What follows belongs to an exercise in optimizing a design on an open flow for small area, a short achievable clock period and few clock cycles; a production flow would make more cautious choices.
Function was checked by simulation only, so behaviour that the tests miss may differ from the original.
No activity file was given, so power comes from the tool's default toggle rates.

==> flow/design.v (excerpt) <==
module gbn_tx (
    input  wire         clk,
    input  wire         rst,           
    output wire         src_req,
    input  wire         src_valid,
    input  wire [15:0]  src_n,
    input  wire [63:0]  src_data,
    output wire         tx_valid,
    input  wire         tx_ready,
    output wire [15:0]  tx_len,
    output wire [127:0] tx_data,
    output wire         rx_req,
    input  wire         rx_valid,
    input  wire         rx_count,
    input  wire [15:0]  rx_len,
    input  wire [127:0] rx_data,
    output wire         tmr_req,
    input  wire         tmr_ack,
    output wire [1:0]   tmr_cmd,
    output wire [31:0]  tmr_arg,
    input  wire         tmr_expired,
    input  wire [1:0]   sta_addr,
    output reg  [31:0]  sta_data,
    output reg          trace_valid,
    output reg  [3:0]   trace_op,
    output wire         done,
    output wire         flt
);
    localparam integer W          = 8;
    localparam integer M          = 8;
    localparam [31:0]  TIMEOUT_MS = 32'd1000;
    localparam [3:0] OP_INIT = 4'h0, OP_LOOP = 4'h1, OP_SENTINEL = 4'h2,
                     OP_FILL_SKIP = 4'h3, OP_FILL_SEND = 4'h4, OP_FILL_EOF = 4'h5,
                     OP_RX_NONE = 4'h6, OP_RX_DISCARD = 4'h7, OP_ACK_STALE = 4'h8,
                     OP_ACK_AHEAD = 4'h9, OP_ACK_PARTIAL = 4'hA, OP_ACK_DRAIN = 4'hB,
                     OP_TMO_NONE = 4'hC, OP_TMO_SPURIOUS = 4'hD, OP_TMO_RETX = 4'hE;
    localparam [1:0] FC_SEQ_EXHAUSTED = 2'd1, FC_SRC_OVERRUN = 2'd2;
    localparam [3:0] S_SETDUR = 4'd0,  S_STOPI  = 4'd1,  S_SRC    = 4'd2,  S_TXN    = 4'd3,
                     S_FSTART = 4'd4,  S_RX     = 4'd5,  S_ACKC   = 4'd6,  S_TMO    = 4'd7,
                     S_RETX   = 4'd8,  S_RSTART = 4'd9,  S_SENT   = 4'd10, S_END    = 4'd11;
    localparam [1:0] TL_NONE = 2'd0, TL_LOOP = 2'd1, TL_LOOPSKIP = 2'd2, TL_SKIP = 2'd3;
    function [31:0] csa;            
        input [15:0] x, y, z;
        reg   [15:0] c;
        begin
            c   = (x & y) | (x & z) | (y & z);
            csa = {c[14:0], c[15], x ^ y ^ z};
        end
    endfunction
    function [15:0] eac_add;        
        input [15:0] a, b;
        reg   [15:0] p, g, gp, pp, gn, pn, c;
        integer i, k, j;
        begin
            p  = a ^ b;
            g  = a & b;
            gp = g;
            pp = p;
  ...
For scale: about 3700 cells after synthesis, ~790 flip-flops, ~460 I/O pins, ~41000 um2 of cells after synthesis.
export LEC_CHECK = 0
export CAP_MARGIN = 20
export CORE_MARGIN = 2
export CORE_UTILIZATION = 55
export CTS_BUF_LIST = sky130_fd_sc_hd__clkbuf_4 sky130_fd_sc_hd__clkbuf_8
export SLEW_MARGIN = 20
create_clock -name core_clock -period 13.0 [get_ports {clk}]
standard.sh (not shown) runs the stock make flow with config.mk's settings and CLKGATE_MAP_FILE= SYNTH_SCRIPT=/design/flow/synth_recipe.tcl, a recipe that flattens the netlist after the stock synthesis.
==> flow/flow/run.sh <==
#!/bin/bash
# Standard ORFS layout with a larger setup-repair margin and the smallest
# buffer on each port. Full tool output goes to standard.log in the work folder.
set -euo pipefail
bash standard.sh finish SETUP_SLACK_MARGIN=8.5 \
  "BUFFER_PORTS_ARGS=-buffer_cell sky130_fd_sc_hd__buf_1" > standard.log 2>&1
Testbench counts at the start, summed over its fixed seeds: cycles 47,037.
Edit:
==> flow/flow/run.sh (replaced) <==
#!/bin/bash
# Standard ORFS layout with a larger setup-repair margin and the smallest
# buffer on each port. Full tool output goes to standard.log in the work folder.
set -euo pipefail
bash standard.sh finish SETUP_SLACK_MARGIN=6.5 \
  "BUFFER_PORTS_ARGS=-buffer_cell sky130_fd_sc_hd__buf_1" > standard.log 2>&1
Utilization decreases by 6.0 points.
Register-to-register slack loses 1400 ps.
Cell area decreases by 8.8%.
Critical path depth stays the same.
Global-route usage decreases by 4.7 points.
Synthesized cell count stays the same.
Worst hold slack gains 14 ps.
Clock-buffer cell count increases by 4.
Fmax decreases by 2.2%.
Sequential cell count does not change.
Edit:
==> flow/flow/run.sh (replaced) <==
#!/bin/bash
# Standard ORFS layout with a larger setup-repair margin and the smallest
# buffer on each port. Full tool output goes to standard.log in the work folder.
set -euo pipefail
bash standard.sh finish SETUP_SLACK_MARGIN=6 \
  "BUFFER_PORTS_ARGS=-buffer_cell sky130_fd_sc_hd__buf_1" > standard.log 2>&1
Effect:
- The changed run ran to the end with no violations
- final cell count is lower by 0.33%
- count of clock-buffer cells in the layout fell by 1
- core utilization came out lower by 0.47 points
- sequential power hardly moves

========
== raven ==
gbn_tx again, from the RTL that the note above started with.
==> flow/config.mk <==
export PLATFORM = sky130hd
export DESIGN_NAME = gbn_tx
export DESIGN_NICKNAME = gbn_tx
export VERILOG_FILES = /design/flow/design.v
export SDC_FILE = /design/flow/constraint.sdc
export NUM_CORES = 4
export LEC_CHECK = 0
export CAP_MARGIN = 20
export CORE_MARGIN = 2
export CORE_UTILIZATION = 70
export CTS_BUF_LIST = sky130_fd_sc_hd__clkbuf_4 sky130_fd_sc_hd__clkbuf_8
export SLEW_MARGIN = 20
==> flow/constraint.sdc <==
create_clock -name core_clock -period 13.0 [get_ports {clk}]
set_input_delay 2.6000 -clock core_clock [delete_from_list [all_inputs] [get_ports {clk}]]
set_output_delay 2.6000 -clock core_clock [all_outputs]
set_load 0.01 [all_outputs]
==> flow/flow/run.sh <==
#!/bin/bash
# Standard ORFS layout with a larger setup-repair margin and the smallest
# buffer on each port. Full tool output goes to standard.log in the work folder.
set -euo pipefail
bash standard.sh finish SETUP_SLACK_MARGIN=7 \
  "BUFFER_PORTS_ARGS=-buffer_cell sky130_fd_sc_hd__buf_1" > standard.log 2>&1
raven did not stop at any stage, and its layout met the timing, design-rule and antenna checks.
Testbench counts of raven, summed over its fixed seeds: cycles 47,037.
## Diff of input files: amber against raven
- swapping 70 for 55 in CORE_UTILIZATION
[summary]
amber reached the end of the flow, and the finished layout is clean on the timing, design-rule and antenna checks.
The total power of raven and that of amber are within noise of each other.
raven -> amber: number of nets in the finished design flat
Compared with raven, amber instantiates a larger number of cells.
amber ended with more number of antenna violations at the first check in global routing than raven.
Relative to raven, the wire length of amber is higher by about 0.5%.
Core box area on amber is behind raven.
Going from raven to amber, the overall die width was found to have gone up by 31 µm.
Worst-case setup margin in the final layout: raven vs amber — no meaningful difference

static timing again, ports no longer ideal:
Ports are ideal in the flow. The routed layouts listed here were re-timed in OpenROAD.
Step 1 (the two cells are an assumption about what drives the block):
set clk [get_ports {clk}]
set_driving_cell -lib_cell sky130_fd_sc_hd__clkbuf_16 $clk
set_driving_cell -lib_cell sky130_fd_sc_hd__buf_2 [delete_from_list [all_inputs] $clk]
Step 2, shift: input delay + t, output delay - t, t = (earliest + latest rising clock arrival at the registers) / 2. This alone moves slack from input paths to output paths.
Slacks: no drivers / after step 1 / after step 2; pairs: no drivers / after step 1.
run | t (ns) | setup WS [ns] | worst setup path at the end | worst data-port slew with drivers (ns)
the first run of note 1 | 0.871 | 6.777 / 6.782 / 5.912 | input to register | 0.12
the second run of note 1 | 0.859 | 6.637 / 6.614 / 5.804 | input to register | 0.12
the third run of note 1 | 0.847 | 6.206 / 6.239 / 5.392 | input to register | 0.11
raven | 0.811 | 6.667 / 6.666 / 5.855 | input to register | 0.14
amber | 0.855 | 6.664 / 6.666 / 5.811 | input to register | 0.12
After both steps every run listed still meets setup and hold. For the first run of note 1, which loses most, drivers alone change the setup slack by +0.005 ns; drivers and shift together by -0.865 ns.
